This is an optimization exercise on Yosys and OpenROAD, whose aim is small area, not a production implementation.
Only simulation tests tie the RTL to the original design; equivalence was not proved.
No activity file was given, so power comes from the tool's default toggle rates.

==> willow: inputs <==
Design aepq_engine, start of the top module:
module aepq_engine (
    input              clk,
    input              rst,
    input              tp_ok,
    input              host_valid,
    output             host_ready,
    input      [7:0]   host_opid,
    input      [3:0]   host_len,
    input      [127:0] host_data,
    output reg         host_rsp_valid,
    output     [7:0]   host_rsp,
    input              rx_valid,
    output             rx_ready,
    input      [7:0]   rx_data,
    input              tick_valid,
    output             tick_ready,
    output             tx_valid,
    output     [7:0]   tx_data,
    input              tx_ready,
    output     [7:0]   status
);
==> flow/config.mk <==
export PLATFORM = sky130hd
export DESIGN_NAME = aepq_engine
export DESIGN_NICKNAME = aepq_engine
export VERILOG_FILES = /design/flow/design.v
export SDC_FILE = /design/flow/constraint.sdc
export NUM_CORES = 4
export LEC_CHECK = 0
export CAP_MARGIN = 5
export CORE_MARGIN = 2
export CORE_UTILIZATION = 45
export SLEW_MARGIN = 5
export SYNTH_HIERARCHICAL = 1
==> flow/constraint.sdc <==
create_clock -name core_clock -period 10.0 [get_ports {clk}]
set_input_delay 2.0000 -clock core_clock [delete_from_list [all_inputs] [get_ports {clk}]]
set_output_delay 2.0000 -clock core_clock [all_outputs]
set_load 0.01 [all_outputs]
standard.sh (not shown) runs the stock make flow with config.mk's settings and CLKGATE_MAP_FILE= SYNTH_SCRIPT=/design/flow/synth_recipe.tcl, a recipe that flattens the netlist after the stock synthesis.
==> flow/flow/run.sh <==
#!/bin/bash
# The standard layout, with two changes: ports are buffered with the smallest
# buffer, and clock tree synthesis inserts no dummy loads.
set -euo pipefail
export BUFFER_PORTS_ARGS="-buffer_cell sky130_fd_sc_hd__buf_1"
export CTS_ARGS="-sink_clustering_enable -repair_clock_nets -dont_use_dummy_load -buf_list sky130_fd_sc_hd__clkbuf_16 -sink_clustering_size 24 -sink_clustering_max_diameter 100"
bash standard.sh finish > standard_flow.log 2>&1
==> fjord (differences from willow) <==
==> flow/flow/run.sh (replaced) <==
#!/bin/bash
# The standard layout, with two changes: ports are buffered with the smallest
# buffer, and clock tree synthesis inserts no dummy loads.
set -euo pipefail
export BUFFER_PORTS_ARGS="-buffer_cell sky130_fd_sc_hd__buf_1"
export CTS_ARGS="-sink_clustering_enable -repair_clock_nets -dont_use_dummy_load -buf_list sky130_fd_sc_hd__clkbuf_8 -sink_clustering_size 12 -sink_clustering_max_diameter 100"
bash standard.sh finish > standard_flow.log 2>&1
--- a/flow/config.mk
+++ b/flow/config.mk
@@ -5,8 +5,8 @@
 export SDC_FILE = /design/flow/constraint.sdc
 export NUM_CORES = 4
 export LEC_CHECK = 0
-export CAP_MARGIN = 5
+export CAP_MARGIN = 20
 export CORE_MARGIN = 2
 export CORE_UTILIZATION = 45
-export SLEW_MARGIN = 5
+export SLEW_MARGIN = 20
 export SYNTH_HIERARCHICAL = 1
==> comparison table <==
Critical Path Start Type: willow input port; fjord flop
Number of DRC markers in iteration 0: willow 2,427; fjord 2,503
Total internal power: willow 3.79 mW; fjord 3.76 mW
Max Clock Skew: willow 0.0918 ns; fjord 0.132 ns
First-pass GRT wire length: willow 89,200 microns; fjord 90,300 microns
Buffer and inverter count on the worst path: willow 4; fjord 3
Area overhead of the layout relative to synthesis: willow 9.35%; fjord 9.55%
Worst path slowest cell: willow sky130_fd_sc_hd__nor4b_2; fjord sky130_fd_sc_hd__a222oi_1
Run status: willow complete, no violations; fjord complete, no violations
ANT cells: willow 1; fjord 3
Min Hold Slack: willow 0.461 ns; fjord 0.459 ns
Met2 usage: willow 33.9%; fjord 34.0%
Total power of the final layout: willow 5.19 mW; fjord 5.21 mW
Share of cell area taken by multi-input logic gates: willow 24.2%; fjord 24.2%
Required arrival time at the worst endpoint: willow 10.44 ns; fjord 8.00 ns
Average wire length per cell after detail routing: willow 24.8 microns; fjord 24.9 microns

* * *

==> v37 <==
aepq_engine again, from the RTL that the note above started with.
==> flow/design.v (excerpt) <==
module aepq_engine (
    input              clk,
    input              rst,
    input              tp_ok,
    input              host_valid,
    output             host_ready,
    input      [7:0]   host_opid,
    input      [3:0]   host_len,
    input      [127:0] host_data,
    output reg         host_rsp_valid,
    output     [7:0]   host_rsp,
    input              rx_valid,
    output             rx_ready,
    input      [7:0]   rx_data,
    input              tick_valid,
    output             tick_ready,
    output             tx_valid,
    output     [7:0]   tx_data,
    input              tx_ready,
    output     [7:0]   status
);
    function [9:0] adv10(input [9:0] s);
        adv10 = {s[8:0], ~(s[9] ^ s[6])};
    endfunction
    function [6:0] adv7(input [6:0] s);
        adv7 = {s[5:0], ~(s[6] ^ s[5])};
    endfunction
    function [15:0] crc_byte(input [15:0] c, input [7:0] d);
        integer n;
        reg [15:0] x;
        begin
            x = c ^ {d, 8'h00};
            for (n = 0; n < 8; n = n + 1)
                x = x[15] ? ({x[14:0], 1'b0} ^ 16'h8005) : {x[14:0], 1'b0};
            crc_byte = x;
        end
    endfunction
    reg         connected, running;
    reg [6:0]   ka_cnt;
    reg [1:0]   chst_a, chst_b;
    reg [9:0]   settle_a, settle_b;
    reg [3:0]   rxlen;
    reg         rx_ta, rx_tb;
    reg         rsp_st, rsp_ok;
    reg [3:0]   tqn [0:7];       
    reg [2:0]   q_rd, q_wr;
    reg [3:0]   q_cnt;
    reg [71:0]  hq [0:6];        
    reg [2:0]   h_wr, h_rd;
    reg         ser_busy;
    reg [3:0]   ser_idx;
    reg [3:0]   ser_tag;
    reg [15:0]  crc;
    assign status = {chst_b == 2'd3, chst_a == 2'd3, chst_b, chst_a, running, connected};
  ...
clock: 10.0 ns
lec_check: 0
cap_margin: 20
core_margin: 2
core_utilization: 45
slew_margin: 20
synth_hierarchical: 1
==> flow/flow/run.sh <==
#!/bin/bash
# The standard layout, with two changes: ports are buffered with the smallest
# buffer, and clock tree synthesis inserts no dummy loads.
set -euo pipefail
export BUFFER_PORTS_ARGS="-buffer_cell sky130_fd_sc_hd__buf_1"
export CTS_ARGS="-sink_clustering_enable -repair_clock_nets -dont_use_dummy_load -buf_list sky130_fd_sc_hd__clkbuf_16 -sink_clustering_size 24 -sink_clustering_max_diameter 100"
bash standard.sh finish > standard_flow.log 2>&1
==> inputs of v34, as changes to v37 <==
==> flow/run.sh (new file) <==
#!/bin/bash
# synth_recipe.tcl (not shown) runs the flow's synth.tcl, then flattens the netlist and writes it again
# the make line also repeats each setting of config.mk as NAME=value (left out here)
make -C /OpenROAD-flow-scripts/flow DESIGN_CONFIG=/design/flow/config.mk WORK_HOME=/design/flow/orfs CLKGATE_MAP_FILE= SYNTH_SCRIPT=/design/flow/synth_recipe.tcl finish
Settings changed: CORE_UTILIZATION 45 to 70, CTS_BUF_LIST from default to sky130_fd_sc_hd__clkbuf_4.
removed: flow/flow/run.sh
removed: flow/standard.sh
==> qor summary <==
| quantity | v37 | v34 |
|---|---|---|
| Post-route insts no fill | 2418 | 2414 |
| Detailed-route wire length per cell | 24.83 um | 24.68 um |
| Die area | 56580 um^2 | 36670 um^2 |
| Sequential portion of the cell area | 0.6633 | 0.6232 |
| # fillers | 4491 | 1814 |
| Worst-path clk slew | 0.09 ns | 0.07 ns |
| Fraction of the cycle the final worst path needs | 0.6346 | 0.6868 |
| Min-Delay Endpoint | crc[2] | crc[13] |
| Combinational power | 0.00102 W | 0.00108 W |
| Global-route usage over all layers | 0.2068 | 0.3332 |
| Result of the run | complete, no violations | complete, no violations |
| Final instance area | 26920 um^2 | 28660 um^2 |
| Initial antenna violation count | 8 | 2 |
| Largest stage delay on the critical path | 0.50 ns | 0.63 ns |
| Routability Congestion | 0.8436 | 0.9055 |
| CLK BUF | 30 | 213 |
| H-tree levels | 1 | 4 |
| Area Growth Syn to Fin | 9.395% | 16.43% |
| Hold wc startpoint | crc[2] | crc[5] |
| Number of cells on the critical path | 12 | 10 |
| Final core occ | 0.4993 | 0.8295 |
| Fraction of final layout cells sized beyond drive strength 1 | 0.06450 | 0.1589 |
| Achievable clock frequency | 157.6 MHz | 145.6 MHz |
| Number of global-route vias before repair | 14720 | 16400 |
| Post-detailed-routing wire length | 60.04 mm | 59.58 mm |

-- static timing again, ports no longer ideal --
No port has a modelled driver above. Below, the same layouts with a new extraction and two added sets of constraints.
Step 1: set_driving_cell puts a clkbuf_16 on clk and a buf_2 on each other input, an assumption about the parent block.
Step 2 also shifts input and output timing later by t, the mid clock arrival at the registers, as if the neighbouring blocks saw the same clock.
Slacks: ideal / step 1 / step 2; pairs: ideal / step 1.
run | t (ns) | slack for setup (ns) | hold WS [ns] | pins driven straight from the clock port
willow | 0.653 | 3.714 / 3.665 / 3.067 | 0.461 / 0.461 / 0.461 | 1
fjord | 0.711 | 3.630 / 3.569 / 3.037 | 0.459 / 0.459 / 0.459 | 1
v37 | 0.654 | 3.654 / 3.589 / 3.033 | 0.462 / 0.462 / 0.462 | 1
v34 | 0.907 | 3.132 / 3.079 / 2.695 | 0.446 / 0.446 / 0.446 | 1
After both steps setup and hold are still met in every run listed. The setup slack of willow, which loses most, moves by -0.049 ns with the drivers and by -0.647 ns with both steps.
